What follows belongs to an exercise in optimizing a design on an open flow for small area, a short achievable clock period and few clock cycles per item; a production flow would make more cautious choices.
Power figures rest on the tool's default switching activity, not on a simulated workload.

// tpe_fparse
module tpe_fparse (
    input  wire         clk,
    input  wire         rst,
    input  wire         in_valid,
    input  wire [7:0]   in_data,
    input  wire         in_last,
    output reg          in_ready,
    output reg          out_valid,
    input  wire         out_ready,
    output reg          out_end,
    output wire [7:0]   out_kind,
    output reg          out_success,
    output reg  [31:0]  out_word,
    output wire [15:0]  out_period,
    output reg          out_flag,
    output reg  [103:0] out_temps,
    output reg  [15:0]  out_cursor
);
    localparam [7:0]  SYNC0       = 8'hCA;
    localparam [7:0]  SYNC1       = 8'hFE;
    localparam [15:0] CRC_POLY    = 16'h1021;
    localparam [15:0] CRC_INIT    = 16'hFFFF;
    function [15:0] crc_byte;
        input [15:0] c_in;
        input [7:0]  b;
        reg   [15:0] c;
        integer      i;
        begin
            c = c_in ^ {b, 8'h00};
            for (i = 0; i < 8; i = i + 1)
                c = c[15] ? ((c << 1) ^ CRC_POLY) : (c << 1);
            crc_byte = c;
        end
    endfunction
    reg  [8:0]  fidx;          
    reg  [8:0]  lm;            
    reg         at_last;       
    reg         recq;          
    reg         stopped;       
    reg  [15:0] crc_rx;
    reg  [15:0] crc;
    reg  [2:0]  kind;
    reg         chk;           
    reg         crcgood;       
    reg         lastp;         
    reg         fresh;         
    reg         end_pending;
    reg         end_zero;      
    reg         zq;            
    assign out_kind   = {5'd0, kind};
    assign out_period = out_temps[15:0];
    wire out_free = !out_valid || out_ready;
    wire take = in_valid && in_ready;
    wire wr = !out_valid;      
    wire type_ok = (in_data[7:3] == 5'd0) && (in_data[2:0] != 3'd0) && (in_data[2:0] != 3'd7);
    reg  hdr_bad;
    always @(*) begin
        case (fidx)
            9'd0:    hdr_bad = (in_data != SYNC0);
            9'd1:    hdr_bad = (in_data != SYNC1);
            9'd4:    hdr_bad = !type_ok;
            default: hdr_bad = 1'b0;
        endcase
    end
    wire f6 = (fidx == 9'd6);
    wire frame_done = f6 ? (in_data == 8'd0) : at_last;
    wire [15:0] crc_next = crc_byte(crc, in_data);
    reg  rec_len_ok;
  ...
Size: ~620 cells after synthesis, ~220 flip-flops.
==> module tpe_fparse, before the edit <==
module tpe_fparse (
    input  wire         clk,
    input  wire         rst,
    input  wire         in_valid,
    input  wire [7:0]   in_data,
    input  wire         in_last,
    output reg          in_ready,
    output reg          out_valid,
    input  wire         out_ready,
    output reg          out_end,
    output wire [7:0]   out_kind,
    output reg          out_success,
    output reg  [31:0]  out_word,
    output wire [15:0]  out_period,
    output reg          out_flag,
    output reg  [103:0] out_temps,
    output reg  [15:0]  out_cursor
);
    localparam [7:0]  SYNC0       = 8'hCA;
    localparam [7:0]  SYNC1       = 8'hFE;
    localparam [15:0] CRC_POLY    = 16'h1021;
    localparam [15:0] CRC_INIT    = 16'hFFFF;
    function [15:0] crc_byte;
        input [15:0] c_in;
        input [7:0]  b;
        reg   [15:0] c;
        integer      i;
        begin
            c = c_in ^ {b, 8'h00};
            for (i = 0; i < 8; i = i + 1)
                c = c[15] ? ((c << 1) ^ CRC_POLY) : (c << 1);
            crc_byte = c;
        end
    endfunction
    reg  [8:0]  fidx;          
    reg  [8:0]  lm;            
    reg         at_last;       
    reg         recq;          
    reg         stopped;       
    reg  [15:0] crc_rx;
    reg  [15:0] crc;
    reg  [2:0]  kind;
    reg         chk;           
    reg         crcgood;       
    reg         lastp;         
    reg         fresh;         
    reg         end_pending;
    reg         end_zero;      
    reg         zq;            
    assign out_kind   = {5'd0, kind};
    assign out_period = out_temps[15:0];
    wire out_free = !out_valid || out_ready;
    wire take = in_valid && in_ready;
    wire wr = !out_valid;      
    wire type_ok = (in_data[7:3] == 5'd0) && (in_data[2:0] != 3'd0) && (in_data[2:0] != 3'd7);
    reg  hdr_bad;
    always @(*) begin
        case (fidx)
            9'd0:    hdr_bad = (in_data != SYNC0);
            9'd1:    hdr_bad = (in_data != SYNC1);
            9'd4:    hdr_bad = !type_ok;
            default: hdr_bad = 1'b0;
        endcase
    end
    wire f6 = (fidx == 9'd6);
    wire frame_done = f6 ? (in_data == 8'd0) : at_last;
    wire [15:0] crc_next = crc_byte(crc, in_data);
    reg  rec_len_ok;
    always @(*) begin
        case (kind)
            3'd4:    rec_len_ok = (in_data >= 8'd17);
            3'd3:    rec_len_ok = (in_data >= 8'd6);
            3'd6:    rec_len_ok = (in_data != 8'd0);
            default: rec_len_ok = 1'b1;
        endcase
    end
    wire        crc_ok   = chk && crcgood;
    wire        rec_b    = crc_ok && recq;
    wire [15:0] csum     = out_cursor + {7'd0, lm} + 16'd2;
    integer k;
    always @(posedge clk) begin
        case (fidx)
            9'd2: crc_rx[7:0]  <= in_data;
            9'd3: crc_rx[15:8] <= in_data;
            9'd4: if (wr) kind        <= in_data[2:0];
            9'd5: if (wr) out_success <= (in_data != 8'd0);
            9'd7: if (wr) out_flag    <= (in_data != 8'd0);
            9'd6: begin
                lm   <= {1'b0, in_data} + 9'd5;
                recq <= rec_len_ok;
            end
            default: ;
        endcase
        for (k = 0; k < 4; k = k + 1)
            if (wr && fidx == 9'd7 + k) out_word[8*k +: 8] <= in_data;
        for (k = 0; k < 13; k = k + 1)
            if (wr && fidx == 9'd11 + k) out_temps[8*k +: 8] <= in_data;
        if (fidx < 9'd4)
            crc <= CRC_INIT;
        else if (take)
            crc <= crc_next;
        crcgood <= (crc_next == crc_rx);
    end
    reg s0v, s0e, s1v, s1z, s2v;
    reg cur_zero;
    reg restart;
    always @(posedge clk) begin
        s0v = out_valid;   s0e = out_end;
        s1v = end_pending; s1z = end_zero;
        s2v = zq;
        cur_zero = 1'b0;
        restart = take && (in_last || frame_done);
        if (rst) begin
            fidx        <= 9'd0;
            at_last     <= 1'b0;
            stopped     <= 1'b0;
            chk         <= 1'b0;
            lastp       <= 1'b0;
            fresh       <= 1'b1;
            end_pending <= 1'b0;
            end_zero    <= 1'b0;
            zq          <= 1'b0;
            out_valid   <= 1'b0;
            in_ready    <= 1'b1;
        end else begin
            chk   <= take && frame_done && !stopped;
            lastp <= take && in_last;
            if (restart) begin
                fidx    <= 9'd0;
                at_last <= 1'b0;
            end else if (take) begin
                fidx    <= fidx + 9'd1;
                at_last <= f6 ? (in_data == 8'd1) : (fidx == lm);
            end
            if (take && in_last)
                stopped <= 1'b0;
            else if ((take && !stopped && hdr_bad) || (chk && !crcgood && !lastp))
                stopped <= 1'b1;
            if (crc_ok)
                fresh <= 1'b0;
            if (lastp)
                fresh <= 1'b1;
            if (fresh && !out_valid && !lastp)
                cur_zero = 1'b1;
            if (out_free) begin
                s0v = s1v;  s0e = 1'b1;
                if (s1v && s1z)
                    cur_zero = 1'b1;
                s1v = s2v;  s1z = 1'b1;
                s2v = 1'b0;
            end
            if (rec_b) begin
                s0v = 1'b1; s0e = 1'b0;
                if (lastp) begin
                    s1v = 1'b1; s1z = 1'b0;
                end
            end else if (lastp) begin
                if (!s0v) begin
                    s0v = 1'b1; s0e = 1'b1;
                    if (fresh) cur_zero = 1'b1;
                end else if (!s1v) begin
                    s1v = 1'b1; s1z = s0e;
                    if (fresh && !s0e) cur_zero = 1'b1;
                end else
                    s2v = 1'b1;
            end
            if (crc_ok)
                out_cursor <= csum;
            else if (cur_zero)
                out_cursor <= 16'd0;
            out_valid   <= s0v;
            out_end     <= s0e;
            end_pending <= s1v;
            end_zero    <= s1z;
            zq          <= s2v;
            in_ready    <= !(take && in_last) && !s2v &&
                           !(s0v && (take ? (!restart && fidx >= 9'd3) : (fidx >= 9'd4)));
        end
    end
endmodule
==> flow/config.mk <==
export PLATFORM = sky130hd
export DESIGN_NAME = tpe_fparse
export DESIGN_NICKNAME = tpe_fparse
export VERILOG_FILES = /design/flow/design.v
export SDC_FILE = /design/flow/constraint.sdc
export NUM_CORES = 4
export LEC_CHECK = 0
export ABC_CLOCK_PERIOD_IN_PS = 2000
export CAP_MARGIN = 20
export CORE_MARGIN = 2
export CORE_UTILIZATION = 60
export SETUP_SLACK_MARGIN = 2.5
export SLEW_MARGIN = 20
==> flow/constraint.sdc <==
create_clock -name core_clock -period 4.5 [get_ports {clk}]
set_input_delay 0.9000 -clock core_clock [delete_from_list [all_inputs] [get_ports {clk}]]
set_output_delay 0.9000 -clock core_clock [all_outputs]
set_load 0.01 [all_outputs]
standard.sh (not shown) runs the stock make flow with config.mk's settings and CLKGATE_MAP_FILE= SYNTH_SCRIPT=/design/flow/synth_recipe.tcl, a recipe that flattens the netlist after the stock synthesis.
==> flow/flow/run.sh <==
#!/bin/bash
# The standard layout, with plain buf_1 cells as the port buffers.
set -euo pipefail
export BUFFER_PORTS_ARGS="-buffer_cell sky130_fd_sc_hd__buf_1"
bash standard.sh > standard_flow.log 2>&1
Rerun with:
--- a/flow/design.v
+++ b/flow/design.v
@@ -31,10 +31,35 @@
                 c = c[15] ? ((c << 1) ^ CRC_POLY) : (c << 1);
             crc_byte = c;
         end
     endfunction
+    function [15:0] add16;
+        input [15:0] a;
+        input [15:0] b;
+        reg   [15:0] g, p, gg, pp, g2, p2;
+        integer      i, lvl, span;
+        begin
+            g = a & b;
+            p = a ^ b;
+            gg = g;
+            pp = p;
+            for (lvl = 0; lvl < 4; lvl = lvl + 1) begin
+                span = 1 << lvl;
+                g2 = gg;
+                p2 = pp;
+                for (i = 0; i < 16; i = i + 1)
+                    if ((i / span) % 2 == 1) begin
+                        g2[i] = gg[i] | (pp[i] & gg[(i / span) * span - 1]);
+                        p2[i] = pp[i] & pp[(i / span) * span - 1];
+                    end
+                gg = g2;
+                pp = p2;
+            end
+            add16 = p ^ {gg[14:0], 1'b0};
+        end
+    endfunction
     reg  [8:0]  fidx;          
-    reg  [8:0]  lm;            
+    reg  [8:0]  flen;          
     reg         at_last;       
     reg         recq;          
     reg         stopped;       
     reg  [15:0] crc_rx;
@@ -75,9 +100,9 @@
         endcase
     end
     wire        crc_ok   = chk && crcgood;
     wire        rec_b    = crc_ok && recq;
-    wire [15:0] csum     = out_cursor + {7'd0, lm} + 16'd2;
+    wire [15:0] csum     = add16(out_cursor, {7'd0, flen});
     integer k;
     always @(posedge clk) begin
         case (fidx)
             9'd2: crc_rx[7:0]  <= in_data;
@@ -85,9 +110,9 @@
             9'd4: if (wr) kind        <= in_data[2:0];
             9'd5: if (wr) out_success <= (in_data != 8'd0);
             9'd7: if (wr) out_flag    <= (in_data != 8'd0);
             9'd6: begin
-                lm   <= {1'b0, in_data} + 9'd5;
+                flen <= {1'b0, in_data} + 9'd7;
                 recq <= rec_len_ok;
             end
             default: ;
         endcase
@@ -129,9 +154,9 @@
                 fidx    <= 9'd0;
                 at_last <= 1'b0;
             end else if (take) begin
                 fidx    <= fidx + 9'd1;
-                at_last <= f6 ? (in_data == 8'd1) : (fidx == lm);
+                at_last <= f6 ? (in_data == 8'd1) : (fidx + 9'd2 == flen);
             end
             if (take && in_last)
                 stopped <= 1'b0;
             else if ((take && !stopped && hdr_bad) || (chk && !crcgood && !lastp))
What happened:
- via count rose slightly
- area after synthesis stays flat
- total power rose by a few percent
- hold slack gets better by 19 ps
- routed wire length rose slightly
- cell area rose slightly
- non-clock buffer count fell by 1
- critical path depth fell by 7
No run of this note included a check of the RTL's function; only the layout flow was run.

[port drivers added, routing unchanged]
The results above use ideal ports. As a check the final layouts listed here were re-extracted and re-timed, cells and wires unchanged.
Step 1: set_driving_cell puts a clkbuf_16 on clk and a buf_2 on each other input, an assumption about the parent block.
Step 2 times the ports against the registers' clock, not the clock port: input delays grow and output delays shrink by t, the midpoint of the rising clock arrivals with the driver on.
a / b / c = ideal ports / drivers / drivers and shift; a / b = the first two.
run	t (ns)	setup slack, ns	cell pins on the clock port's net
the first run	0.545	2.015 / 2.015 / 1.941	1
the second run	0.536	2.023 / 2.023 / 1.951	1
After both steps every run listed still meets setup and hold. The setup slack of the first run, which loses most, moves by 0.000 ns with the drivers and by -0.074 ns with both steps.
